Background: an optimization exercise with open tools, aiming at small area, a short achievable clock period and few clock cycles. Do not read the settings as production practice.
Function was checked by simulation only, so behaviour that the tests miss may differ from the original.
Power is estimated from default activity; no workload was simulated.

==> flow/design.v, too long to show whole: its modules and the start of the top module <==
// module novahash_core: 1465 lines
module novahash_core (
    input  wire        clk,
    input  wire        rst,
    input  wire        cmd_valid,
    input  wire [31:0] cmd_data,
    output reg         resp_valid,
    output reg  [3:0]  resp_code,
    input  wire [5:0]  rd_addr,
    output reg  [31:0] rd_data
);
  // ...
==> flow/flow/run.sh <==
#!/bin/bash
# Layout flow: the standard flow (standard.sh, unchanged synthesis), except
# that the port buffers are inserted as sky130_fd_sc_hd__buf_4 cells instead of
# the default choice (a delay cell), which the footprint-preserving repair
# cannot always resize. Each step's output goes to its own log file here.
set -euo pipefail
export BUFFER_PORTS_ARGS="-buffer_cell sky130_fd_sc_hd__buf_4"
bash standard.sh synth > synth.log 2>&1
bash standard.sh finish > layout.log 2>&1
==> flow/standard.sh <==
#!/bin/bash
# synth_recipe.tcl (not shown) runs the flow's synth.tcl, then flattens the netlist and writes it again
# the make line also repeats each setting of config.mk as NAME=value (left out here)
make -C /OpenROAD-flow-scripts/flow DESIGN_CONFIG=/design/flow/config.mk WORK_HOME=/design/flow/orfs CLKGATE_MAP_FILE= SYNTH_SCRIPT=/design/flow/synth_recipe.tcl "${@:-finish}"
==> flow/config.mk <==
export PLATFORM = sky130hd
export DESIGN_NAME = novahash_core
export DESIGN_NICKNAME = novahash_core
export VERILOG_FILES = /design/flow/design.v
export SDC_FILE = /design/flow/constraint.sdc
export NUM_CORES = 8
export LEC_CHECK = 0
export ABC_AREA = 1
export CAP_MARGIN = 20
export CORE_MARGIN = 2
export CORE_UTILIZATION = 30
export CTS_CLUSTER_DIAMETER = 80
export CTS_CLUSTER_SIZE = 24
export GPL_ROUTABILITY_DRIVEN = 1
export SETUP_SLACK_MARGIN = 4.7
export SLEW_MARGIN = 20
==> flow/constraint.sdc <==
create_clock -name core_clock -period 12.0 [get_ports {clk}]
set_input_delay 2.4000 -clock core_clock [delete_from_list [all_inputs] [get_ports {clk}]]
set_output_delay 2.4000 -clock core_clock [all_outputs]
set_load 0.01 [all_outputs]
==> results.cfg, run 1 <==
[sta]
skew_ps = 83.5
drv_slew = 0
rsz0062_at_grt = yes
finalCritPeriodShare_pct = 62.4
setup_viol_count_final = 0

[logic_synthesis]
yosysMostFrequentCell = nand2_1
synthMuxAreaShare_pct = 0.0532
synth-async-reset-ratio_pct = 0
yosysSeqAreaShare_pct = 43.7

[detailed_routing]
vias = 85700
wl_met1_um = 167000
drt_first_pass_iters = 7

[status]
status = no timing/DRC/antenna violations

[cells_and_area]
clock_area_share_pct = 2.71
num_antenna_cells = 8
n_all_buffers = 586
multi_input_area_share_pct = 44.2
largestClassByArea = multi-input combinational cells
top_regs = abuf: 512 flops, bbuf: 512 flops
final_common_cell = nand2_1
layout-drive-gt1-share_pct = 13.3
fin_util_pct = 35.5
stdcell_count = 15800
inv_count = 1572

[critical_path]
critPathKind = input pin to primary output
cp_max_fo = 5
reg2reg_slack_ps = 4970
worstRegToRegCells = 24

[min_path]
hold_depth = 2

[job]
drv_cap = 0

[pwr]
pg_clk_mw = 3.62
clock_power_share_pct = 25.2
combinationalPowerShare_pct = 31.6
p_int_mw = 9.02
maxPowerGroup = sequential cells

[place]
dpl_worst_slack_ps = 2510
portBuffers = 76
place_inst = 15200

[clocking]
worstSkewPairLatency_ps = 810
cts_made_buffers = 93

[floorplan]
fp-row-count = 208
Testbench counts, summed over its fixed seeds: cycles 5,932.
==> run 2, diff against run 1 <==
--- a/flow/design.v
+++ b/flow/design.v
@@ -166,273 +166,213 @@
         case (cnt[1:0])
             2'd0: begin h_seg = h0; h_n3 = h3; end
             2'd1: begin h_seg = h1; h_n3 = h0; end
             2'd2: begin h_seg = h2; h_n3 = h1; end
             default: begin h_seg = h3; h_n3 = h2; end
         endcase
     end
     wire        fin   = cmd_data[28];
-    wire [31:0] lp0   = np1(rot[3:0]);
-    wire [31:0] lp1   = np1(rot[7:4]);
-    wire [31:0] t1;
-    wire c1_1 = h_seg[4] ^ lp0[4] ^ lp1[0];
-    wire c1_2 = (h_seg[4] & lp0[4]) | (h_seg[4] & lp1[0]) | (lp0[4] & lp1[0]);
-    wire c1_3 = h_seg[5] ^ lp0[5] ^ lp1[1];
-    wire c1_4 = (h_seg[5] & lp0[5]) | (h_seg[5] & lp1[1]) | (lp0[5] & lp1[1]);
-    wire c1_5 = h_seg[6] ^ lp0[6] ^ lp1[2];
-    wire c1_6 = (h_seg[6] & lp0[6]) | (h_seg[6] & lp1[2]) | (lp0[6] & lp1[2]);
-    wire c1_7 = h_seg[7] ^ lp0[7] ^ lp1[3];
-    wire c1_8 = (h_seg[7] & lp0[7]) | (h_seg[7] & lp1[3]) | (lp0[7] & lp1[3]);
-    wire c1_9 = h_seg[8] ^ lp0[8] ^ lp1[4];
-    wire c1_10 = (h_seg[8] & lp0[8]) | (h_seg[8] & lp1[4]) | (lp0[8] & lp1[4]);
-    wire c1_11 = h_seg[9] ^ lp0[9] ^ lp1[5];
-    wire c1_12 = (h_seg[9] & lp0[9]) | (h_seg[9] & lp1[5]) | (lp0[9] & lp1[5]);
-    wire c1_13 = h_seg[10] ^ lp0[10] ^ lp1[6];
-    wire c1_14 = (h_seg[10] & lp0[10]) | (h_seg[10] & lp1[6]) | (lp0[10] & lp1[6]);
-    wire c1_15 = h_seg[11] ^ lp0[11] ^ lp1[7];
-    wire c1_16 = (h_seg[11] & lp0[11]) | (h_seg[11] & lp1[7]) | (lp0[11] & lp1[7]);
-    wire c1_17 = h_seg[12] ^ lp0[12] ^ lp1[8];
-    wire c1_18 = (h_seg[12] & lp0[12]) | (h_seg[12] & lp1[8]) | (lp0[12] & lp1[8]);
-    wire c1_19 = h_seg[13] ^ lp0[13] ^ lp1[9];
-    wire c1_20 = (h_seg[13] & lp0[13]) | (h_seg[13] & lp1[9]) | (lp0[13] & lp1[9]);
-    wire c1_21 = h_seg[14] ^ lp0[14] ^ lp1[10];
-    wire c1_22 = (h_seg[14] & lp0[14]) | (h_seg[14] & lp1[10]) | (lp0[14] & lp1[10]);
-    wire c1_23 = h_seg[15] ^ lp0[15] ^ lp1[11];
-    wire c1_24 = (h_seg[15] & lp0[15]) | (h_seg[15] & lp1[11]) | (lp0[15] & lp1[11]);
-    wire c1_25 = h_seg[16] ^ lp0[16] ^ lp1[12];
-    wire c1_26 = (h_seg[16] & lp0[16]) | (h_seg[16] & lp1[12]) | (lp0[16] & lp1[12]);
-    wire c1_27 = h_seg[17] ^ lp0[17] ^ lp1[13];
-    wire c1_28 = (h_seg[17] & lp0[17]) | (h_seg[17] & lp1[13]) | (lp0[17] & lp1[13]);
-    wire c1_29 = h_seg[18] ^ lp0[18] ^ lp1[14];
-    wire c1_30 = (h_seg[18] & lp0[18]) | (h_seg[18] & lp1[14]) | (lp0[18] & lp1[14]);
-    wire c1_31 = h_seg[19] ^ lp0[19] ^ lp1[15];
-    wire c1_32 = (h_seg[19] & lp0[19]) | (h_seg[19] & lp1[15]) | (lp0[19] & lp1[15]);
-    wire c1_33 = h_seg[20] ^ lp0[20] ^ lp1[16];
-    wire c1_34 = (h_seg[20] & lp0[20]) | (h_seg[20] & lp1[16]) | (lp0[20] & lp1[16]);
-    wire c1_35 = h_seg[21] ^ lp0[21] ^ lp1[17];
-    wire c1_36 = (h_seg[21] & lp0[21]) | (h_seg[21] & lp1[17]) | (lp0[21] & lp1[17]);
-    wire c1_37 = h_seg[22] ^ lp0[22] ^ lp1[18];
-    wire c1_38 = (h_seg[22] & lp0[22]) | (h_seg[22] & lp1[18]) | (lp0[22] & lp1[18]);
-    wire c1_39 = h_seg[23] ^ lp0[23] ^ lp1[19];
-    wire c1_40 = (h_seg[23] & lp0[23]) | (h_seg[23] & lp1[19]) | (lp0[23] & lp1[19]);
-    wire c1_41 = h_seg[24] ^ lp0[24] ^ lp1[20];
-    wire c1_42 = (h_seg[24] & lp0[24]) | (h_seg[24] & lp1[20]) | (lp0[24] & lp1[20]);
-    wire c1_43 = h_seg[25] ^ lp0[25] ^ lp1[21];
-    wire c1_44 = (h_seg[25] & lp0[25]) | (h_seg[25] & lp1[21]) | (lp0[25] & lp1[21]);
-    wire c1_45 = h_seg[26] ^ lp0[26] ^ lp1[22];
-    wire c1_46 = (h_seg[26] & lp0[26]) | (h_seg[26] & lp1[22]) | (lp0[26] & lp1[22]);
-    wire c1_47 = h_seg[27] ^ lp0[27] ^ lp1[23];
-    wire c1_48 = (h_seg[27] & lp0[27]) | (h_seg[27] & lp1[23]) | (lp0[27] & lp1[23]);
-    wire c1_49 = h_seg[28] ^ lp0[28] ^ lp1[24];
-    wire c1_50 = (h_seg[28] & lp0[28]) | (h_seg[28] & lp1[24]) | (lp0[28] & lp1[24]);
-    wire c1_51 = h_seg[29] ^ lp0[29] ^ lp1[25];
-    wire c1_52 = (h_seg[29] & lp0[29]) | (h_seg[29] & lp1[25]) | (lp0[29] & lp1[25]);
-    wire c1_53 = h_seg[30] ^ lp0[30] ^ lp1[26];
-    wire c1_54 = (h_seg[30] & lp0[30]) | (h_seg[30] & lp1[26]) | (lp0[30] & lp1[26]);
-    wire c1_55 = h_seg[31] ^ lp0[31] ^ lp1[27];
-    wire c1_56 = (h_seg[31] & lp0[31]) | (h_seg[31] & lp1[27]) | (lp0[31] & lp1[27]);
-    wire [31:0] c1_57 = {c1_54, c1_52, c1_50, c1_48, c1_46, c1_44, c1_42, c1_40, c1_38, c1_36, c1_34, c1_32, c1_30, c1_28, c1_26, c1_24, c1_22, c1_20, c1_18, c1_16, c1_14, c1_12, c1_10, c1_8, c1_6, c1_4, c1_2, c1_1, h_seg[3], h_seg[2], h_seg[1], h_seg[0]};
-    wire [31:0] c1_58 = {c1_55, c1_53, c1_51, c1_49, c1_47, c1_45, c1_43, c1_41, c1_39, c1_37, c1_35, c1_33, c1_31, c1_29, c1_27, c1_25, c1_23, c1_21, c1_19, c1_17, c1_15, c1_13, c1_11, c1_9, c1_7, c1_5, c1_3, 1'b0, lp0[3], lp0[2], lp0[1], lp0[0]};
-    assign t1 = c1_57 + c1_58;
     wire [31:0] a0    = h0 + h2 + P1;
     wire [31:0] a1    = h1 + h3 + P2;
-    wire [31:0] a2;     
-    wire c2_1 = h2[4] ^ a0[4] ^ ~a0[0];
-    wire c2_2 = (h2[4] & a0[4]) | (h2[4] & ~a0[0]) | (a0[4] & ~a0[0]);
-    wire c2_3 = h2[5] ^ a0[5] ^ ~a0[1];
-    wire c2_4 = (h2[5] & a0[5]) | (h2[5] & ~a0[1]) | (a0[5] & ~a0[1]);
-    wire c2_5 = h2[6] ^ a0[6] ^ ~a0[2];
-    wire c2_6 = (h2[6] & a0[6]) | (h2[6] & ~a0[2]) | (a0[6] & ~a0[2]);
-    wire c2_7 = h2[7] ^ a0[7] ^ ~a0[3];
-    wire c2_8 = (h2[7] & a0[7]) | (h2[7] & ~a0[3]) | (a0[7] & ~a0[3]);
-    wire c2_9 = h2[8] ^ a0[8] ^ ~a0[4];
-    wire c2_10 = (h2[8] & a0[8]) | (h2[8] & ~a0[4]) | (a0[8] & ~a0[4]);
-    wire c2_11 = h2[9] ^ a0[9] ^ ~a0[5];
-    wire c2_12 = (h2[9] & a0[9]) | (h2[9] & ~a0[5]) | (a0[9] & ~a0[5]);
-    wire c2_13 = h2[10] ^ a0[10] ^ ~a0[6];
-    wire c2_14 = (h2[10] & a0[10]) | (h2[10] & ~a0[6]) | (a0[10] & ~a0[6]);
-    wire c2_15 = h2[11] ^ a0[11] ^ ~a0[7];
-    wire c2_16 = (h2[11] & a0[11]) | (h2[11] & ~a0[7]) | (a0[11] & ~a0[7]);
-    wire c2_17 = ~a0[5] ^ a0[2] ^ ~a0[0];
-    wire c2_18 = (~a0[5] & a0[2]) | (~a0[5] & ~a0[0]) | (a0[2] & ~a0[0]);
-    wire c2_19 = h2[12] ^ a0[12] ^ ~a0[8];
-    wire c2_20 = (h2[12] & a0[12]) | (h2[12] & ~a0[8]) | (a0[12] & ~a0[8]);
-    wire c2_21 = ~a0[6] ^ a0[3] ^ ~a0[1];
-    wire c2_22 = (~a0[6] & a0[3]) | (~a0[6] & ~a0[1]) | (a0[3] & ~a0[1]);
-    wire c2_23 = h2[13] ^ a0[13] ^ ~a0[9];
-    wire c2_24 = (h2[13] & a0[13]) | (h2[13] & ~a0[9]) | (a0[13] & ~a0[9]);
-    wire c2_25 = ~a0[7] ^ a0[4] ^ ~a0[2];
-    wire c2_26 = (~a0[7] & a0[4]) | (~a0[7] & ~a0[2]) | (a0[4] & ~a0[2]);
-    wire c2_27 = h2[14] ^ a0[14] ^ ~a0[10];
-    wire c2_28 = (h2[14] & a0[14]) | (h2[14] & ~a0[10]) | (a0[14] & ~a0[10]);
-    wire c2_29 = ~a0[8] ^ a0[5] ^ ~a0[3];
-    wire c2_30 = (~a0[8] & a0[5]) | (~a0[8] & ~a0[3]) | (a0[5] & ~a0[3]);
-    wire c2_31 = h2[15] ^ a0[15] ^ ~a0[11];
-    wire c2_32 = (h2[15] & a0[15]) | (h2[15] & ~a0[11]) | (a0[15] & ~a0[11]);
-    wire c2_33 = ~a0[9] ^ a0[6] ^ ~a0[4];
-    wire c2_34 = (~a0[9] & a0[6]) | (~a0[9] & ~a0[4]) | (a0[6] & ~a0[4]);
-    wire c2_35 = h2[16] ^ a0[16] ^ ~a0[12];
-    wire c2_36 = (h2[16] & a0[16]) | (h2[16] & ~a0[12]) | (a0[16] & ~a0[12]);
-    wire c2_37 = ~a0[10] ^ a0[7] ^ ~a0[5];
-    wire c2_38 = (~a0[10] & a0[7]) | (~a0[10] & ~a0[5]) | (a0[7] & ~a0[5]);
-    wire c2_39 = h2[17] ^ a0[17] ^ ~a0[13];
-    wire c2_40 = (h2[17] & a0[17]) | (h2[17] & ~a0[13]) | (a0[17] & ~a0[13]);
-    wire c2_41 = ~a0[11] ^ a0[8] ^ ~a0[6];
-    wire c2_42 = (~a0[11] & a0[8]) | (~a0[11] & ~a0[6]) | (a0[8] & ~a0[6]);
-    wire c2_43 = h2[18] ^ a0[18] ^ ~a0[14];
-    wire c2_44 = (h2[18] & a0[18]) | (h2[18] & ~a0[14]) | (a0[18] & ~a0[14]);
-    wire c2_45 = ~a0[12] ^ a0[9] ^ ~a0[7];
-    wire c2_46 = (~a0[12] & a0[9]) | (~a0[12] & ~a0[7]) | (a0[9] & ~a0[7]);
-    wire c2_47 = h2[19] ^ a0[19] ^ ~a0[15];
-    wire c2_48 = (h2[19] & a0[19]) | (h2[19] & ~a0[15]) | (a0[19] & ~a0[15]);
-    wire c2_49 = ~a0[13] ^ a0[10] ^ ~a0[8];
-    wire c2_50 = (~a0[13] & a0[10]) | (~a0[13] & ~a0[8]) | (a0[10] & ~a0[8]);
-    wire c2_51 = ~(~a0[4] ^ ~a0[0]);
-    wire c2_52 = ~a0[4] | ~a0[0];
-    wire c2_53 = h2[20] ^ a0[20] ^ ~a0[16];
-    wire c2_54 = (h2[20] & a0[20]) | (h2[20] & ~a0[16]) | (a0[20] & ~a0[16]);
-    wire c2_55 = ~a0[14] ^ a0[11] ^ ~a0[9];
-    wire c2_56 = (~a0[14] & a0[11]) | (~a0[14] & ~a0[9]) | (a0[11] & ~a0[9]);
-    wire c2_57 = h2[21] ^ a0[21] ^ ~a0[17];
-    wire c2_58 = (h2[21] & a0[21]) | (h2[21] & ~a0[17]) | (a0[21] & ~a0[17]);
-    wire c2_59 = ~a0[15] ^ a0[12] ^ ~a0[10];
-    wire c2_60 = (~a0[15] & a0[12]) | (~a0[15] & ~a0[10]) | (a0[12] & ~a0[10]);
-    wire c2_61 = h2[22] ^ a0[22] ^ ~a0[18];
-    wire c2_62 = (h2[22] & a0[22]) | (h2[22] & ~a0[18]) | (a0[22] & ~a0[18]);
-    wire c2_63 = ~a0[16] ^ a0[13] ^ ~a0[11];
-    wire c2_64 = (~a0[16] & a0[13]) | (~a0[16] & ~a0[11]) | (a0[13] & ~a0[11]);
-    wire c2_65 = ~a0[7] ^ ~a0[3] ^ a0[0];
-    wire c2_66 = (~a0[7] & ~a0[3]) | (~a0[7] & a0[0]) | (~a0[3] & a0[0]);
-    wire c2_67 = h2[23] ^ a0[23] ^ ~a0[19];
-    wire c2_68 = (h2[23] & a0[23]) | (h2[23] & ~a0[19]) | (a0[23] & ~a0[19]);
-    wire c2_69 = ~a0[17] ^ a0[14] ^ ~a0[12];
-    wire c2_70 = (~a0[17] & a0[14]) | (~a0[17] & ~a0[12]) | (a0[14] & ~a0[12]);
-    wire c2_71 = ~a0[8] ^ ~a0[4] ^ a0[1];
-    wire c2_72 = (~a0[8] & ~a0[4]) | (~a0[8] & a0[1]) | (~a0[4] & a0[1]);
-    wire c2_73 = h2[24] ^ a0[24] ^ ~a0[20];
-    wire c2_74 = (h2[24] & a0[24]) | (h2[24] & ~a0[20]) | (a0[24] & ~a0[20]);
-    wire c2_75 = ~a0[18] ^ a0[15] ^ ~a0[13];
-    wire c2_76 = (~a0[18] & a0[15]) | (~a0[18] & ~a0[13]) | (a0[15] & ~a0[13]);
-    wire c2_77 = ~a0[9] ^ ~a0[5] ^ a0[2];
-    wire c2_78 = (~a0[9] & ~a0[5]) | (~a0[9] & a0[2]) | (~a0[5] & a0[2]);
-    wire c2_79 = h2[25] ^ a0[25] ^ ~a0[21];
-    wire c2_80 = (h2[25] & a0[25]) | (h2[25] & ~a0[21]) | (a0[25] & ~a0[21]);
-    wire c2_81 = ~a0[19] ^ a0[16] ^ ~a0[14];
-    wire c2_82 = (~a0[19] & a0[16]) | (~a0[19] & ~a0[14]) | (a0[16] & ~a0[14]);
-    wire c2_83 = ~a0[10] ^ ~a0[6] ^ a0[3];
-    wire c2_84 = (~a0[10] & ~a0[6]) | (~a0[10] & a0[3]) | (~a0[6] & a0[3]);
-    wire c2_85 = h2[26] ^ a0[26] ^ ~a0[22];
-    wire c2_86 = (h2[26] & a0[26]) | (h2[26] & ~a0[22]) | (a0[26] & ~a0[22]);
-    wire c2_87 = ~a0[20] ^ a0[17] ^ ~a0[15];
-    wire c2_88 = (~a0[20] & a0[17]) | (~a0[20] & ~a0[15]) | (a0[17] & ~a0[15]);
-    wire c2_89 = ~a0[11] ^ ~a0[7] ^ a0[4];
-    wire c2_90 = (~a0[11] & ~a0[7]) | (~a0[11] & a0[4]) | (~a0[7] & a0[4]);
-    wire c2_91 = h2[27] ^ a0[27] ^ ~a0[23];
-    wire c2_92 = (h2[27] & a0[27]) | (h2[27] & ~a0[23]) | (a0[27] & ~a0[23]);
-    wire c2_93 = ~a0[21] ^ a0[18] ^ ~a0[16];
-    wire c2_94 = (~a0[21] & a0[18]) | (~a0[21] & ~a0[16]) | (a0[18] & ~a0[16]);
-    wire c2_95 = ~a0[12] ^ ~a0[8] ^ a0[5];
-    wire c2_96 = (~a0[12] & ~a0[8]) | (~a0[12] & a0[5]) | (~a0[8] & a0[5]);
-    wire c2_97 = h2[28] ^ a0[28] ^ ~a0[24];
-    wire c2_98 = (h2[28] & a0[28]) | (h2[28] & ~a0[24]) | (a0[28] & ~a0[24]);
-    wire c2_99 = ~a0[22] ^ a0[19] ^ ~a0[17];
-    wire c2_100 = (~a0[22] & a0[19]) | (~a0[22] & ~a0[17]) | (a0[19] & ~a0[17]);
-    wire c2_101 = ~a0[13] ^ ~a0[9] ^ a0[6];
-    wire c2_102 = (~a0[13] & ~a0[9]) | (~a0[13] & a0[6]) | (~a0[9] & a0[6]);
-    wire c2_103 = h2[29] ^ a0[29] ^ ~a0[25];
-    wire c2_104 = (h2[29] & a0[29]) | (h2[29] & ~a0[25]) | (a0[29] & ~a0[25]);
-    wire c2_105 = ~a0[23] ^ a0[20] ^ ~a0[18];
-    wire c2_106 = (~a0[23] & a0[20]) | (~a0[23] & ~a0[18]) | (a0[20] & ~a0[18]);
-    wire c2_107 = ~a0[14] ^ ~a0[10] ^ a0[7];
-    wire c2_108 = (~a0[14] & ~a0[10]) | (~a0[14] & a0[7]) | (~a0[10] & a0[7]);
-    wire c2_109 = h2[30] ^ a0[30] ^ ~a0[26];
-    wire c2_110 = (h2[30] & a0[30]) | (h2[30] & ~a0[26]) | (a0[30] & ~a0[26]);
-    wire c2_111 = ~a0[24] ^ a0[21] ^ ~a0[19];
-    wire c2_112 = (~a0[24] & a0[21]) | (~a0[24] & ~a0[19]) | (a0[21] & ~a0[19]);
-    wire c2_113 = ~a0[15] ^ ~a0[11] ^ a0[8];
-    wire c2_114 = (~a0[15] & ~a0[11]) | (~a0[15] & a0[8]) | (~a0[11] & a0[8]);
-    wire c2_115 = h2[31] ^ a0[31] ^ ~a0[27];
-    wire c2_116 = (h2[31] & a0[31]) | (h2[31] & ~a0[27]) | (a0[31] & ~a0[27]);
-    wire c2_117 = ~a0[25] ^ a0[22] ^ ~a0[20];
-    wire c2_118 = (~a0[25] & a0[22]) | (~a0[25] & ~a0[20]) | (a0[22] & ~a0[20]);
-    wire c2_119 = ~a0[16] ^ ~a0[12] ^ a0[9];
-    wire c2_120 = (~a0[16] & ~a0[12]) | (~a0[16] & a0[9]) | (~a0[12] & a0[9]);
-    wire c2_121 = ~a0[6] ^ a0[2] ^ a0[0];
-    wire c2_122 = (~a0[6] & a0[2]) | (~a0[6] & a0[0]) | (a0[2] & a0[0]);
-    wire c2_123 = ~a0[0] ^ 1'b1 ^ c2_4;
-    wire c2_124 = (~a0[0] & 1'b1) | (~a0[0] & c2_4) | (1'b1 & c2_4);
-    wire c2_125 = ~a0[1] ^ c2_6 ^ c2_7;
-    wire c2_126 = (~a0[1] & c2_6) | (~a0[1] & c2_7) | (c2_6 & c2_7);
-    wire c2_127 = ~a0[2] ^ c2_8 ^ c2_9;
-    wire c2_128 = (~a0[2] & c2_8) | (~a0[2] & c2_9) | (c2_8 & c2_9);
-    wire c2_129 = ~a0[3] ^ a0[0] ^ c2_10;
-    wire c2_130 = (~a0[3] & a0[0]) | (~a0[3] & c2_10) | (a0[0] & c2_10);
-    wire c2_131 = ~a0[4] ^ a0[1] ^ c2_12;
-    wire c2_132 = (~a0[4] & a0[1]) | (~a0[4] & c2_12) | (a0[1] & c2_12);
+    wire [31:0] m1in  = fin ? a0 : {24'd0, rot};
+    wire [31:0] ad1   = fin ? h2 : h_seg;
+    wire [31:0] t1;
+    wire c2_1 = ad1[4] ^ m1in[4] ^ ~m1in[0];
+    wire c2_2 = (ad1[4] & m1in[4]) | (ad1[4] & ~m1in[0]) | (m1in[4] & ~m1in[0]);
+    wire c2_3 = ad1[5] ^ m1in[5] ^ ~m1in[1];
+    wire c2_4 = (ad1[5] & m1in[5]) | (ad1[5] & ~m1in[1]) | (m1in[5] & ~m1in[1]);
+    wire c2_5 = ad1[6] ^ m1in[6] ^ ~m1in[2];
+    wire c2_6 = (ad1[6] & m1in[6]) | (ad1[6] & ~m1in[2]) | (m1in[6] & ~m1in[2]);
+    wire c2_7 = ad1[7] ^ m1in[7] ^ ~m1in[3];
+    wire c2_8 = (ad1[7] & m1in[7]) | (ad1[7] & ~m1in[3]) | (m1in[7] & ~m1in[3]);
+    wire c2_9 = ad1[8] ^ m1in[8] ^ ~m1in[4];
+    wire c2_10 = (ad1[8] & m1in[8]) | (ad1[8] & ~m1in[4]) | (m1in[8] & ~m1in[4]);
+    wire c2_11 = ad1[9] ^ m1in[9] ^ ~m1in[5];
+    wire c2_12 = (ad1[9] & m1in[9]) | (ad1[9] & ~m1in[5]) | (m1in[9] & ~m1in[5]);
+    wire c2_13 = ad1[10] ^ m1in[10] ^ ~m1in[6];
+    wire c2_14 = (ad1[10] & m1in[10]) | (ad1[10] & ~m1in[6]) | (m1in[10] & ~m1in[6]);
+    wire c2_15 = ad1[11] ^ m1in[11] ^ ~m1in[7];
+    wire c2_16 = (ad1[11] & m1in[11]) | (ad1[11] & ~m1in[7]) | (m1in[11] & ~m1in[7]);
+    wire c2_17 = ~m1in[5] ^ m1in[2] ^ ~m1in[0];
+    wire c2_18 = (~m1in[5] & m1in[2]) | (~m1in[5] & ~m1in[0]) | (m1in[2] & ~m1in[0]);
+    wire c2_19 = ad1[12] ^ m1in[12] ^ ~m1in[8];
+    wire c2_20 = (ad1[12] & m1in[12]) | (ad1[12] & ~m1in[8]) | (m1in[12] & ~m1in[8]);
+    wire c2_21 = ~m1in[6] ^ m1in[3] ^ ~m1in[1];
+    wire c2_22 = (~m1in[6] & m1in[3]) | (~m1in[6] & ~m1in[1]) | (m1in[3] & ~m1in[1]);
+    wire c2_23 = ad1[13] ^ m1in[13] ^ ~m1in[9];
+    wire c2_24 = (ad1[13] & m1in[13]) | (ad1[13] & ~m1in[9]) | (m1in[13] & ~m1in[9]);
+    wire c2_25 = ~m1in[7] ^ m1in[4] ^ ~m1in[2];
+    wire c2_26 = (~m1in[7] & m1in[4]) | (~m1in[7] & ~m1in[2]) | (m1in[4] & ~m1in[2]);
+    wire c2_27 = ad1[14] ^ m1in[14] ^ ~m1in[10];
+    wire c2_28 = (ad1[14] & m1in[14]) | (ad1[14] & ~m1in[10]) | (m1in[14] & ~m1in[10]);
+    wire c2_29 = ~m1in[8] ^ m1in[5] ^ ~m1in[3];
+    wire c2_30 = (~m1in[8] & m1in[5]) | (~m1in[8] & ~m1in[3]) | (m1in[5] & ~m1in[3]);
+    wire c2_31 = ad1[15] ^ m1in[15] ^ ~m1in[11];
+    wire c2_32 = (ad1[15] & m1in[15]) | (ad1[15] & ~m1in[11]) | (m1in[15] & ~m1in[11]);
+    wire c2_33 = ~m1in[9] ^ m1in[6] ^ ~m1in[4];
+    wire c2_34 = (~m1in[9] & m1in[6]) | (~m1in[9] & ~m1in[4]) | (m1in[6] & ~m1in[4]);
+    wire c2_35 = ad1[16] ^ m1in[16] ^ ~m1in[12];
+    wire c2_36 = (ad1[16] & m1in[16]) | (ad1[16] & ~m1in[12]) | (m1in[16] & ~m1in[12]);
+    wire c2_37 = ~m1in[10] ^ m1in[7] ^ ~m1in[5];
+    wire c2_38 = (~m1in[10] & m1in[7]) | (~m1in[10] & ~m1in[5]) | (m1in[7] & ~m1in[5]);
+    wire c2_39 = ad1[17] ^ m1in[17] ^ ~m1in[13];
+    wire c2_40 = (ad1[17] & m1in[17]) | (ad1[17] & ~m1in[13]) | (m1in[17] & ~m1in[13]);
+    wire c2_41 = ~m1in[11] ^ m1in[8] ^ ~m1in[6];
+    wire c2_42 = (~m1in[11] & m1in[8]) | (~m1in[11] & ~m1in[6]) | (m1in[8] & ~m1in[6]);
+    wire c2_43 = ad1[18] ^ m1in[18] ^ ~m1in[14];
+    wire c2_44 = (ad1[18] & m1in[18]) | (ad1[18] & ~m1in[14]) | (m1in[18] & ~m1in[14]);
+    wire c2_45 = ~m1in[12] ^ m1in[9] ^ ~m1in[7];
+    wire c2_46 = (~m1in[12] & m1in[9]) | (~m1in[12] & ~m1in[7]) | (m1in[9] & ~m1in[7]);
+    wire c2_47 = ad1[19] ^ m1in[19] ^ ~m1in[15];
+    wire c2_48 = (ad1[19] & m1in[19]) | (ad1[19] & ~m1in[15]) | (m1in[19] & ~m1in[15]);
+    wire c2_49 = ~m1in[13] ^ m1in[10] ^ ~m1in[8];
+    wire c2_50 = (~m1in[13] & m1in[10]) | (~m1in[13] & ~m1in[8]) | (m1in[10] & ~m1in[8]);
+    wire c2_51 = ~(~m1in[4] ^ ~m1in[0]);
+    wire c2_52 = ~m1in[4] | ~m1in[0];
+    wire c2_53 = ad1[20] ^ m1in[20] ^ ~m1in[16];
+    wire c2_54 = (ad1[20] & m1in[20]) | (ad1[20] & ~m1in[16]) | (m1in[20] & ~m1in[16]);
+    wire c2_55 = ~m1in[14] ^ m1in[11] ^ ~m1in[9];
+    wire c2_56 = (~m1in[14] & m1in[11]) | (~m1in[14] & ~m1in[9]) | (m1in[11] & ~m1in[9]);
+    wire c2_57 = ad1[21] ^ m1in[21] ^ ~m1in[17];
+    wire c2_58 = (ad1[21] & m1in[21]) | (ad1[21] & ~m1in[17]) | (m1in[21] & ~m1in[17]);
+    wire c2_59 = ~m1in[15] ^ m1in[12] ^ ~m1in[10];
+    wire c2_60 = (~m1in[15] & m1in[12]) | (~m1in[15] & ~m1in[10]) | (m1in[12] & ~m1in[10]);
+    wire c2_61 = ad1[22] ^ m1in[22] ^ ~m1in[18];
+    wire c2_62 = (ad1[22] & m1in[22]) | (ad1[22] & ~m1in[18]) | (m1in[22] & ~m1in[18]);
+    wire c2_63 = ~m1in[16] ^ m1in[13] ^ ~m1in[11];
+    wire c2_64 = (~m1in[16] & m1in[13]) | (~m1in[16] & ~m1in[11]) | (m1in[13] & ~m1in[11]);
+    wire c2_65 = ~m1in[7] ^ ~m1in[3] ^ m1in[0];
+    wire c2_66 = (~m1in[7] & ~m1in[3]) | (~m1in[7] & m1in[0]) | (~m1in[3] & m1in[0]);
+    wire c2_67 = ad1[23] ^ m1in[23] ^ ~m1in[19];
+    wire c2_68 = (ad1[23] & m1in[23]) | (ad1[23] & ~m1in[19]) | (m1in[23] & ~m1in[19]);
+    wire c2_69 = ~m1in[17] ^ m1in[14] ^ ~m1in[12];
+    wire c2_70 = (~m1in[17] & m1in[14]) | (~m1in[17] & ~m1in[12]) | (m1in[14] & ~m1in[12]);
+    wire c2_71 = ~m1in[8] ^ ~m1in[4] ^ m1in[1];
+    wire c2_72 = (~m1in[8] & ~m1in[4]) | (~m1in[8] & m1in[1]) | (~m1in[4] & m1in[1]);
+    wire c2_73 = ad1[24] ^ m1in[24] ^ ~m1in[20];
+    wire c2_74 = (ad1[24] & m1in[24]) | (ad1[24] & ~m1in[20]) | (m1in[24] & ~m1in[20]);
+    wire c2_75 = ~m1in[18] ^ m1in[15] ^ ~m1in[13];
+    wire c2_76 = (~m1in[18] & m1in[15]) | (~m1in[18] & ~m1in[13]) | (m1in[15] & ~m1in[13]);
+    wire c2_77 = ~m1in[9] ^ ~m1in[5] ^ m1in[2];
+    wire c2_78 = (~m1in[9] & ~m1in[5]) | (~m1in[9] & m1in[2]) | (~m1in[5] & m1in[2]);
+    wire c2_79 = ad1[25] ^ m1in[25] ^ ~m1in[21];
+    wire c2_80 = (ad1[25] & m1in[25]) | (ad1[25] & ~m1in[21]) | (m1in[25] & ~m1in[21]);
+    wire c2_81 = ~m1in[19] ^ m1in[16] ^ ~m1in[14];
+    wire c2_82 = (~m1in[19] & m1in[16]) | (~m1in[19] & ~m1in[14]) | (m1in[16] & ~m1in[14]);
+    wire c2_83 = ~m1in[10] ^ ~m1in[6] ^ m1in[3];
+    wire c2_84 = (~m1in[10] & ~m1in[6]) | (~m1in[10] & m1in[3]) | (~m1in[6] & m1in[3]);
+    wire c2_85 = ad1[26] ^ m1in[26] ^ ~m1in[22];
+    wire c2_86 = (ad1[26] & m1in[26]) | (ad1[26] & ~m1in[22]) | (m1in[26] & ~m1in[22]);
+    wire c2_87 = ~m1in[20] ^ m1in[17] ^ ~m1in[15];
+    wire c2_88 = (~m1in[20] & m1in[17]) | (~m1in[20] & ~m1in[15]) | (m1in[17] & ~m1in[15]);
+    wire c2_89 = ~m1in[11] ^ ~m1in[7] ^ m1in[4];
+    wire c2_90 = (~m1in[11] & ~m1in[7]) | (~m1in[11] & m1in[4]) | (~m1in[7] & m1in[4]);
+    wire c2_91 = ad1[27] ^ m1in[27] ^ ~m1in[23];
+    wire c2_92 = (ad1[27] & m1in[27]) | (ad1[27] & ~m1in[23]) | (m1in[27] & ~m1in[23]);
+    wire c2_93 = ~m1in[21] ^ m1in[18] ^ ~m1in[16];
+    wire c2_94 = (~m1in[21] & m1in[18]) | (~m1in[21] & ~m1in[16]) | (m1in[18] & ~m1in[16]);
+    wire c2_95 = ~m1in[12] ^ ~m1in[8] ^ m1in[5];
+    wire c2_96 = (~m1in[12] & ~m1in[8]) | (~m1in[12] & m1in[5]) | (~m1in[8] & m1in[5]);
+    wire c2_97 = ad1[28] ^ m1in[28] ^ ~m1in[24];
+    wire c2_98 = (ad1[28] & m1in[28]) | (ad1[28] & ~m1in[24]) | (m1in[28] & ~m1in[24]);
+    wire c2_99 = ~m1in[22] ^ m1in[19] ^ ~m1in[17];
+    wire c2_100 = (~m1in[22] & m1in[19]) | (~m1in[22] & ~m1in[17]) | (m1in[19] & ~m1in[17]);
+    wire c2_101 = ~m1in[13] ^ ~m1in[9] ^ m1in[6];
+    wire c2_102 = (~m1in[13] & ~m1in[9]) | (~m1in[13] & m1in[6]) | (~m1in[9] & m1in[6]);
+    wire c2_103 = ad1[29] ^ m1in[29] ^ ~m1in[25];
+    wire c2_104 = (ad1[29] & m1in[29]) | (ad1[29] & ~m1in[25]) | (m1in[29] & ~m1in[25]);
+    wire c2_105 = ~m1in[23] ^ m1in[20] ^ ~m1in[18];
+    wire c2_106 = (~m1in[23] & m1in[20]) | (~m1in[23] & ~m1in[18]) | (m1in[20] & ~m1in[18]);
+    wire c2_107 = ~m1in[14] ^ ~m1in[10] ^ m1in[7];
+    wire c2_108 = (~m1in[14] & ~m1in[10]) | (~m1in[14] & m1in[7]) | (~m1in[10] & m1in[7]);
+    wire c2_109 = ad1[30] ^ m1in[30] ^ ~m1in[26];
+    wire c2_110 = (ad1[30] & m1in[30]) | (ad1[30] & ~m1in[26]) | (m1in[30] & ~m1in[26]);
+    wire c2_111 = ~m1in[24] ^ m1in[21] ^ ~m1in[19];
+    wire c2_112 = (~m1in[24] & m1in[21]) | (~m1in[24] & ~m1in[19]) | (m1in[21] & ~m1in[19]);
+    wire c2_113 = ~m1in[15] ^ ~m1in[11] ^ m1in[8];
+    wire c2_114 = (~m1in[15] & ~m1in[11]) | (~m1in[15] & m1in[8]) | (~m1in[11] & m1in[8]);
+    wire c2_115 = ad1[31] ^ m1in[31] ^ ~m1in[27];
+    wire c2_116 = (ad1[31] & m1in[31]) | (ad1[31] & ~m1in[27]) | (m1in[31] & ~m1in[27]);
+    wire c2_117 = ~m1in[25] ^ m1in[22] ^ ~m1in[20];
+    wire c2_118 = (~m1in[25] & m1in[22]) | (~m1in[25] & ~m1in[20]) | (m1in[22] & ~m1in[20]);
+    wire c2_119 = ~m1in[16] ^ ~m1in[12] ^ m1in[9];
+    wire c2_120 = (~m1in[16] & ~m1in[12]) | (~m1in[16] & m1in[9]) | (~m1in[12] & m1in[9]);
+    wire c2_121 = ~m1in[6] ^ m1in[2] ^ m1in[0];
+    wire c2_122 = (~m1in[6] & m1in[2]) | (~m1in[6] & m1in[0]) | (m1in[2] & m1in[0]);
+    wire c2_123 = ~m1in[0] ^ 1'b1 ^ c2_4;
+    wire c2_124 = (~m1in[0] & 1'b1) | (~m1in[0] & c2_4) | (1'b1 & c2_4);
+    wire c2_125 = ~m1in[1] ^ c2_6 ^ c2_7;
+    wire c2_126 = (~m1in[1] & c2_6) | (~m1in[1] & c2_7) | (c2_6 & c2_7);
+    wire c2_127 = ~m1in[2] ^ c2_8 ^ c2_9;
+    wire c2_128 = (~m1in[2] & c2_8) | (~m1in[2] & c2_9) | (c2_8 & c2_9);
+    wire c2_129 = ~m1in[3] ^ m1in[0] ^ c2_10;
+    wire c2_130 = (~m1in[3] & m1in[0]) | (~m1in[3] & c2_10) | (m1in[0] & c2_10);
+    wire c2_131 = ~m1in[4] ^ m1in[1] ^ c2_12;
+    wire c2_132 = (~m1in[4] & m1in[1]) | (~m1in[4] & c2_12) | (m1in[1] & c2_12);
     wire c2_133 = ~(c2_14 ^ c2_15);
     wire c2_134 = c2_14 | c2_15;
     wire c2_135 = c2_16 ^ c2_18 ^ c2_19;
     wire c2_136 = (c2_16 & c2_18) | (c2_16 & c2_19) | (c2_18 & c2_19);
     wire c2_137 = c2_20 ^ c2_22 ^ c2_23;
     wire c2_138 = (c2_20 & c2_22) | (c2_20 & c2_23) | (c2_22 & c2_23);
     wire c2_139 = c2_24 ^ c2_26 ^ c2_27;
     wire c2_140 = (c2_24 & c2_26) | (c2_24 & c2_27) | (c2_26 & c2_27);
-    wire c2_141 = ~a0[0] ^ 1'b1 ^ c2_28;
-    wire c2_142 = (~a0[0] & 1'b1) | (~a0[0] & c2_28) | (1'b1 & c2_28);
+    wire c2_141 = ~m1in[0] ^ 1'b1 ^ c2_28;
+    wire c2_142 = (~m1in[0] & 1'b1) | (~m1in[0] & c2_28) | (1'b1 & c2_28);
     wire c2_143 = c2_30 ^ c2_31 ^ c2_33;
     wire c2_144 = (c2_30 & c2_31) | (c2_30 & c2_33) | (c2_31 & c2_33);
-    wire c2_145 = ~a0[1] ^ c2_32 ^ c2_34;
-    wire c2_146 = (~a0[1] & c2_32) | (~a0[1] & c2_34) | (c2_32 & c2_34);
-    wire c2_147 = ~a0[2] ^ c2_36 ^ c2_38;
-    wire c2_148 = (~a0[2] & c2_36) | (~a0[2] & c2_38) | (c2_36 & c2_38);
-    wire c2_149 = ~a0[3] ^ c2_40 ^ c2_42;
-    wire c2_150 = (~a0[3] & c2_40) | (~a0[3] & c2_42) | (c2_40 & c2_42);
+    wire c2_145 = ~m1in[1] ^ c2_32 ^ c2_34;
+    wire c2_146 = (~m1in[1] & c2_32) | (~m1in[1] & c2_34) | (c2_32 & c2_34);
+    wire c2_147 = ~m1in[2] ^ c2_36 ^ c2_38;
+    wire c2_148 = (~m1in[2] & c2_36) | (~m1in[2] & c2_38) | (c2_36 & c2_38);
+    wire c2_149 = ~m1in[3] ^ c2_40 ^ c2_42;
+    wire c2_150 = (~m1in[3] & c2_40) | (~m1in[3] & c2_42) | (c2_40 & c2_42);
     wire c2_151 = c2_44 ^ c2_46 ^ c2_47;
     wire c2_152 = (c2_44 & c2_46) | (c2_44 & c2_47) | (c2_46 & c2_47);
-    wire c2_153 = ~a0[5] ^ ~a0[1] ^ c2_48;
-    wire c2_154 = (~a0[5] & ~a0[1]) | (~a0[5] & c2_48) | (~a0[1] & c2_48);
+    wire c2_153 = ~m1in[5] ^ ~m1in[1] ^ c2_48;
+    wire c2_154 = (~m1in[5] & ~m1in[1]) | (~m1in[5] & c2_48) | (~m1in[1] & c2_48);
     wire c2_155 = c2_50 ^ c2_52 ^ c2_53;
     wire c2_156 = (c2_50 & c2_52) | (c2_50 & c2_53) | (c2_52 & c2_53);
-    wire c2_157 = ~a0[6] ^ ~a0[2] ^ c2_54;
-    wire c2_158 = (~a0[6] & ~a0[2]) | (~a0[6] & c2_54) | (~a0[2] & c2_54);
+    wire c2_157 = ~m1in[6] ^ ~m1in[2] ^ c2_54;
+    wire c2_158 = (~m1in[6] & ~m1in[2]) | (~m1in[6] & c2_54) | (~m1in[2] & c2_54);
     wire c2_159 = c2_56 ^ c2_57 ^ c2_59;
     wire c2_160 = (c2_56 & c2_57) | (c2_56 & c2_59) | (c2_57 & c2_59);
     wire c2_161 = c2_58 ^ c2_60 ^ c2_61;
     wire c2_162 = (c2_58 & c2_60) | (c2_58 & c2_61) | (c2_60 & c2_61);
     wire c2_163 = c2_62 ^ c2_64 ^ c2_66;
     wire c2_164 = (c2_62 & c2_64) | (c2_62 & c2_66) | (c2_64 & c2_66);
     wire c2_165 = c2_67 ^ c2_69 ^ c2_71;
     wire c2_166 = (c2_67 & c2_69) | (c2_67 & c2_71) | (c2_69 & c2_71);
     wire c2_167 = c2_68 ^ c2_70 ^ c2_72;
     wire c2_168 = (c2_68 & c2_70) | (c2_68 & c2_72) | (c2_70 & c2_72);
     wire c2_169 = c2_73 ^ c2_75 ^ c2_77;
     wire c2_170 = (c2_73 & c2_75) | (c2_73 & c2_77) | (c2_75 & c2_77);
-    wire c2_171 = ~a0[0] ^ 1'b1 ^ c2_74;
-    wire c2_172 = (~a0[0] & 1'b1) | (~a0[0] & c2_74) | (1'b1 & c2_74);
+    wire c2_171 = ~m1in[0] ^ 1'b1 ^ c2_74;
+    wire c2_172 = (~m1in[0] & 1'b1) | (~m1in[0] & c2_74) | (1'b1 & c2_74);
     wire c2_173 = c2_76 ^ c2_78 ^ c2_79;
     wire c2_174 = (c2_76 & c2_78) | (c2_76 & c2_79) | (c2_78 & c2_79);
-    wire c2_175 = ~a0[1] ^ c2_80 ^ c2_82;
-    wire c2_176 = (~a0[1] & c2_80) | (~a0[1] & c2_82) | (c2_80 & c2_82);
+    wire c2_175 = ~m1in[1] ^ c2_80 ^ c2_82;
+    wire c2_176 = (~m1in[1] & c2_80) | (~m1in[1] & c2_82) | (c2_80 & c2_82);
     wire c2_177 = c2_84 ^ c2_85 ^ c2_87;
     wire c2_178 = (c2_84 & c2_85) | (c2_84 & c2_87) | (c2_85 & c2_87);
-    wire c2_179 = ~a0[2] ^ c2_86 ^ c2_88;
-    wire c2_180 = (~a0[2] & c2_86) | (~a0[2] & c2_88) | (c2_86 & c2_88);
+    wire c2_179 = ~m1in[2] ^ c2_86 ^ c2_88;
+    wire c2_180 = (~m1in[2] & c2_86) | (~m1in[2] & c2_88) | (c2_86 & c2_88);
     wire c2_181 = c2_90 ^ c2_91 ^ c2_93;
     wire c2_182 = (c2_90 & c2_91) | (c2_90 & c2_93) | (c2_91 & c2_93);
-    wire c2_183 = ~a0[3] ^ c2_92 ^ c2_94;
-    wire c2_184 = (~a0[3] & c2_92) | (~a0[3] & c2_94) | (c2_92 & c2_94);
+    wire c2_183 = ~m1in[3] ^ c2_92 ^ c2_94;
+    wire c2_184 = (~m1in[3] & c2_92) | (~m1in[3] & c2_94) | (c2_92 & c2_94);
     wire c2_185 = c2_96 ^ c2_97 ^ c2_99;
     wire c2_186 = (c2_96 & c2_97) | (c2_96 & c2_99) | (c2_97 & c2_99);
-    wire c2_187 = ~a0[4] ^ a0[0] ^ c2_98;
-    wire c2_188 = (~a0[4] & a0[0]) | (~a0[4] & c2_98) | (a0[0] & c2_98);
+    wire c2_187 = ~m1in[4] ^ m1in[0] ^ c2_98;
+    wire c2_188 = (~m1in[4] & m1in[0]) | (~m1in[4] & c2_98) | (m1in[0] & c2_98);
     wire c2_189 = c2_100 ^ c2_102 ^ c2_103;
     wire c2_190 = (c2_100 & c2_102) | (c2_100 & c2_103) | (c2_102 & c2_103);
-    wire c2_191 = ~a0[5] ^ a0[1] ^ c2_104;
-    wire c2_192 = (~a0[5] & a0[1]) | (~a0[5] & c2_104) | (a0[1] & c2_104);
+    wire c2_191 = ~m1in[5] ^ m1in[1] ^ c2_104;
+    wire c2_192 = (~m1in[5] & m1in[1]) | (~m1in[5] & c2_104) | (m1in[1] & c2_104);
     wire c2_193 = c2_106 ^ c2_108 ^ c2_109;
     wire c2_194 = (c2_106 & c2_108) | (c2_106 & c2_109) | (c2_108 & c2_109);
     wire c2_195 = c2_110 ^ c2_112 ^ c2_114;
     wire c2_196 = (c2_110 & c2_112) | (c2_110 & c2_114) | (c2_112 & c2_114);
     wire c2_197 = c2_115 ^ c2_117 ^ c2_119;
     wire c2_198 = (c2_115 & c2_117) | (c2_115 & c2_119) | (c2_117 & c2_119);
     wire c2_199 = c2_11 ^ c2_128 ^ c2_129;
     wire c2_200 = (c2_11 & c2_128) | (c2_11 & c2_129) | (c2_128 & c2_129);
@@ -529,19 +469,20 @@
     wire c2_291 = c2_247 ^ c2_276 ^ c2_277;
     wire c2_292 = (c2_247 & c2_276) | (c2_247 & c2_277) | (c2_276 & c2_277);
     wire c2_293 = c2_248 ^ c2_249 ^ c2_278;
     wire c2_294 = (c2_248 & c2_249) | (c2_248 & c2_278) | (c2_249 & c2_278);
     wire c2_295 = c2_274 ^ c2_275 ^ c2_290;
     wire c2_296 = (c2_274 & c2_275) | (c2_274 & c2_290) | (c2_275 & c2_290);
     wire c2_297 = c2_279 ^ c2_292 ^ c2_293;
     wire c2_298 = (c2_279 & c2_292) | (c2_279 & c2_293) | (c2_292 & c2_293);
-    wire [31:0] c2_299 = {c2_297, c2_296, c2_295, c2_288, c2_286, c2_269, c2_266, c2_265, c2_282, c2_281, c2_260, c2_258, c2_256, c2_254, c2_252, c2_213, c2_210, c2_208, c2_206, c2_204, c2_202, c2_200, c2_199, c2_126, c2_124, c2_5, c2_2, 1'b1, h2[3], h2[2], h2[1], h2[0]};
-    wire [31:0] c2_300 = {1'b0, c2_291, 1'b0, c2_289, c2_287, c2_285, c2_267, c2_284, c2_283, 1'b0, c2_261, c2_259, c2_257, c2_255, c2_253, c2_251, c2_211, c2_209, c2_207, c2_205, c2_203, c2_201, 1'b0, c2_127, c2_125, c2_123, c2_3, c2_1, a0[3], a0[2], a0[1], a0[0]};
-    assign a2 = c2_299 + c2_300;
+    wire [31:0] c2_299 = {c2_297, c2_296, c2_295, c2_288, c2_286, c2_269, c2_266, c2_265, c2_282, c2_281, c2_260, c2_258, c2_256, c2_254, c2_252, c2_213, c2_210, c2_208, c2_206, c2_204, c2_202, c2_200, c2_199, c2_126, c2_124, c2_5, c2_2, 1'b1, ad1[3], ad1[2], ad1[1], ad1[0]};
+    wire [31:0] c2_300 = {1'b0, c2_291, 1'b0, c2_289, c2_287, c2_285, c2_267, c2_284, c2_283, 1'b0, c2_261, c2_259, c2_257, c2_255, c2_253, c2_251, c2_211, c2_209, c2_207, c2_205, c2_203, c2_201, 1'b0, c2_127, c2_125, c2_123, c2_3, c2_1, m1in[3], m1in[2], m1in[1], m1in[0]};
+    assign t1 = c2_299 + c2_300;
+    wire [31:0] a2    = t1;
     wire [31:0] pre   = h_n3 + cnt + 32'd3;
     wire [31:0] m2in  = fin ? a1 : s2n;
     wire [31:0] ad2   = fin ? h3 : 32'd0;
     wire [31:0] t2;
     wire c3_1 = ~(ad2[0] ^ ~m2in[0]);
     wire c3_2 = ad2[0] | ~m2in[0];
     wire c3_3 = ad2[3] ^ ~m2in[3] ^ ~m2in[0];
     wire c3_4 = (ad2[3] & ~m2in[3]) | (ad2[3] & ~m2in[0]) | (~m2in[3] & ~m2in[0]);
@@ -1177,21 +1118,24 @@
     always @(*) begin
         for (i = 0; i < 8; i = i + 1)
             bmask[7-i] = !arem[10] && (arem[9:0] > i) && (b_nz || (i < 8 - blz));
     end
     wire [3:0]  bcnt  = pop8(~(win ^ bnorm) & bmask);
     wire [3:0]  woff  = {1'b0, wo} + 4'd8 - {1'b0, blz};    
     wire [22:0] dx    = meff * 14'd10000;
     wire        dload = !dval || (meff != dm) || (nmin != dn);
-    wire [10:0] r1    = {drem, dq[13]};
-    wire [11:0] s1    = {1'b0, r1} - {2'b0, dn};
+    wire [9:0]  remin = dload ? {1'b0, dx[22:14]} : drem;
+    wire [13:0] qin   = dload ? dx[13:0] : dq;
+    wire [9:0]  nin   = dload ? nmin : dn;
+    wire [10:0] r1    = {remin, qin[13]};
+    wire [11:0] s1    = {1'b0, r1} - {2'b0, nin};
     wire [9:0]  r1n   = s1[11] ? r1[9:0] : s1[9:0];
-    wire [10:0] r2    = {r1n, dq[12]};
-    wire [11:0] s2    = {1'b0, r2} - {2'b0, dn};
+    wire [10:0] r2    = {r1n, qin[12]};
+    wire [11:0] s2    = {1'b0, r2} - {2'b0, nin};
     wire [9:0]  r2n   = s2[11] ? r2[9:0] : s2[9:0];
     wire        dready = !dload && (ddone || dcnt == 3'd6);
     wire       slow  = (state == S_SLA) || (state == S_SLB) || (state == S_SLC);
     wire [5:0] iaddr = (state == S_SLA) ? {2'b10, sa[8:5]} : {2'b11, sb[8:5]};
     wire [5:0] raddr = slow ? iaddr : rd_addr;
     wire       wr_a  = (state == S_MAT) ? !mat_b : (state == S_READY && alen != 7'd64);
     wire       wr_b  = (state == S_MAT) ?  mat_b : (state == S_READY && blen != 7'd64);
     wire [5:0] wa_i  = (state == S_MAT) ? mi : alen[5:0];
@@ -1200,27 +1144,26 @@
     integer j;
     always @(posedge clk) begin
         for (j = 0; j < 64; j = j + 1) begin
             if (wr_a && wa_i == j) abuf[511 - 8*j -: 8] <= wdat;
             if (wr_b && wb_i == j) bbuf[511 - 8*j -: 8] <= wdat;
         end
     end
     always @(posedge clk) begin
+        if (dload || !ddone) begin
+            drem <= r2n;
+            dq   <= {qin[11:0], !s1[11], !s2[11]};
+        end
         if (dload) begin
             dm    <= meff;
             dn    <= nmin;
-            drem  <= {1'b0, dx[22:14]};
-            dq    <= dx[13:0];
-            dcnt  <= 3'd0;
-        end else if (!ddone) begin
-            drem <= r2n;
-            dq   <= {dq[11:0], !s1[11], !s2[11]};
+            dcnt  <= 3'd1;
+        end else if (!ddone)
             dcnt <= dcnt + 3'd1;
-        end
         if (state == S_MAT) mi <= mi + 6'd1;
         else                mi <= 6'd0;
         sword <= rd_data;
         if (state == S_SLB) sabit <= sword[31 - sa[4:0]];
         if (state == S_SLC) seq <= (sabit == sword[31 - sb[4:0]]);
         else                seq <= 1'b0;
         if (state == S_SLA || state == S_SLB || state == S_SLC || state == S_SLE)
             sm <= sm + {9'd0, seq};
==> flow/run.sh (new file) <==
#!/bin/bash
# synth_recipe.tcl (not shown) runs the flow's synth.tcl, then flattens the netlist and writes it again
# the make line also repeats each setting of config.mk as NAME=value (left out here)
make -C /OpenROAD-flow-scripts/flow DESIGN_CONFIG=/design/flow/config.mk WORK_HOME=/design/flow/orfs CLKGATE_MAP_FILE= SYNTH_SCRIPT=/design/flow/synth_recipe.tcl finish
removed: flow/flow/run.sh
removed: flow/standard.sh
==> run 2 against run 1 <==
- critical endpoint is now drem[0]
- flip-flop and latch count unchanged
- cell count decreased by 0.89%
- setup slack got worse by 67 ps
- largest cell class unchanged
- non-clock buffer count increased by 139
- still clean
- critical path type is now flop to flop
- die area fell by 1.6%
- fmax is 0.89% lower
- sequential share of layout area decreased by 0.52 points
- highest routed layer unchanged
==> results.cfg, run 2 <==
[detailed_routing]
route.detailed.drc = 0
drtIter0Drc = 11600
vias = 85800
viasPerCell = 5.49
drt_first_pass_iters = 7
wl_um = 407000
wire_per_inst_um = 26.0
ant_nets = 0

[clocking]
cts_tree = done
cts_max_level = 3
path_clk_slew_ps = 100
cts.sink_count = 1510
clock-root-buffer = clkbuf_16
clock_path_buffers = 3
worstSkewPairLatency_ps = 820
cts_made_buffers = 87
cts_hold_buf = 0

[job]
drv_cap = 0

[status]
status = no timing/DRC/antenna violations

[logic_synthesis]
ys_seq_elements = 1510
yosys_warnings = 3
ys_top_cells_by_count = nand2_1 (2398), inv_1 (1553), edfxtp_1 (1181)
synth_top_flop_cell = edfxtp_1
ys_types = 71
yosysTopAreaCell = edfxtp_1
synth.net_count = 11800
synth-async-reset-ratio_pct = 0
netlist_top_cells_area = edfxtp_1 (37%), nand2_1 (9.5%), dfxtp_1 (6.9%)
synth_edf_count = 1181
syn-cell-area_sq_um = 94900
yosysSeqAreaShare_pct = 44.3
yosysMostFrequentCell = nand2_1
synth_top_area_share_pct = 37.4
avgSynthCellArea_sq_um = 8.66
syn_inst = 11000

[floorplan]
die-area_sq_um = 321000
die_h_um = 566
initial_core_util_pct = 30.1
die_w_um = 566
ios = 78
fp-row-count = 206
core_area_sq_um = 315000

[pwr]
power_density_nw_per_um2 = 163
power.leakage_nw = 46.7
ir_worst_vdd_v = 0.000176

[place]
dp_hpwl_um = 284000
gp_congestion = 1.02
dpl_worst_slack_ps = 1660
portBuffers = 76

[global_route]
gr-total-overflow = 0
grt_pass1_wl_um = 568000
first_global_vias = 77900
antenna_found_initial = 17
grt_start_max_net_pins = 101
grt_usage_pct = 24.1

[critical_path]
slowest_stage = fa_2
critPathKind = flop to flop
end_kind = flop
worstRegToRegCells = 42
worstSetupStartpointType = flop
cpMostUsedCell = nand2_1
critical_path_required_ps = 12530
cp_max_fo = 9
slowest_delay_ps = 580
crit_arrival_ps = 8090

[sta]
finalCritPeriodShare_pct = 63.0
relSlewSlack_pct = 10.9
setup_viol_count_final = 0
timing.hold.ws_ps = 483
setup_ws_ps = 4440
drv_slew = 0
fmax_mhz = 132
hold_viol = 0
worst_pin_slew_ps = 1330
skew_ps = 76.6
rsz0062_at_grt = yes
min_period_ps = 7560
tns_ps = 0

[cells_and_area]
layout_common_cells = nand2_1 (2187), inv_1 (1433), edfxtp_1 (1181)
fin_util_pct = 36.6
layout-drive-gt1-share_pct = 18.1
final_nets = 12200
top_regs = abuf: 512 flops, bbuf: 512 flops
final_common_cell = nand2_1
syn_to_final_growth_pct = 21.4

[min_path]
hold_depth = 2
min_path_type = flop to flop
## run 2: report_power, final
part           switching, mW  total [mW]  internal (mW)
clock network           2.02        3.45           1.43
registers              0.111        6.28           6.17
logic                   6.05        9.09           3.04
## run 2: worst paths after layout
kind	startpoint	to	slack [ps]
worst min register to register	errs[0]	errs[0]	480
worst min-delay path	errs[0]	errs[0]	480
worst max-delay path	b_nz	drem[0]	4440
worst max register to register	b_nz	drem[0]	4440
## run 2: metrics by stage
| step | instances | power (mW) | area, sq um |
|---|---|---|---|
| 2_1_floorplan | 11000 | 10.5 | 95400 |
| 3_3_place_gp | 15000 | 13.0 | 101000 |
| 3_5_place_dp | 15000 | 13.0 | 101000 |
| 4_1_cts | 15400 | 17.8 | 111000 |
| 5_1_grt | 15600 | 19.4 | 115000 |
| 6_report | 15600 | 18.8 | 115000 |
## run 2: cell families (layout without fill, tap and decap cells)
logic type      after synthesis  count (layout)  share of synthesized area, %
simple gates               4197            4205                          18.5
compound gates             2209            2209                          13.8
buf+inv                    1976            2462                          8.01
flops                      1510            1510                          44.3
fa+ha+maj                   763             763                          12.5
xor+xnor                    288             288                          2.66
mux                           7               7                        0.0752
other cells                   2              12                       0.00792
## run 2: final cells by class
cell class	instances	area, sq um
multi-input cells	7474	50800
inverters	1590	6320
fillers	31500	200000
well taps	4160	5200
repair buffers	725	7690
diodes	10	25.0
repair inverters	4	36.3
clock inverters	37	586
clock buffers	106	2260
flip-flops and latches	1510	42300
## run 2: what timing repair did
item | CTS | global route
cloned | 36 | 12
resized for setup | 1212 | 621
setup endpoints to repair | 381 | 267
pin swaps | 253 | 262
buffers inserted | 272 | 161
## run 2: worst max-delay path: cells and delay by family (launching register included)
kind | cells | cell delay [ps]
buffers and inverters | 11 | 1330
AO/OA/AOI/OAI | 10 | 1410
AND/OR/NAND/NOR | 13 | 1640
flip-flops | 1 | 370
adder cells (fa/ha/maj) | 8 | 2530
## run 2: routing by layer
metal  wire length, um  up-vias  global-route usage [%]
li1                  -    37900                       -
met1            164000    41700                    32.9
met2            172000     5190                    35.7
met3             47900     1014                    5.98
met4             23200       12                    11.0
met5               120        -                       0
Testbench counts of run 2, summed over its fixed seeds: cycles 5,926.

-- separate check: timing with driven ports --
The results above use ideal ports. As a check the final layouts listed here were re-extracted and re-timed, cells and wires unchanged. Step 1 assumes that a clkbuf_16 drives the clock port and a buf_2 every other input. Step 2 adds t to the input delays and takes it off the output delays; t is the mean of the earliest and latest rising clock arrival at the registers after step 1. Input paths then give back, and output paths get back, about the clock's delay inside the block. Slacks: ideal / step 1 / step 2; pairs: ideal / step 1.
run	shift t [ns]	slack for setup (ns)	hold slack, ns	worst setup path at the end	cell pins on the clock port's net
run 1	0.853	4.512 / 4.474 / 3.996	0.492 / 0.492 / 0.492	input to register	1
run 2	0.873	4.444 / 4.444 / 3.719	0.483 / 0.483 / 0.483	input to register	1
After both steps every run listed still meets setup and hold. For run 2, which loses most, drivers alone change the setup slack by 0.000 ns; drivers and shift together by -0.725 ns.
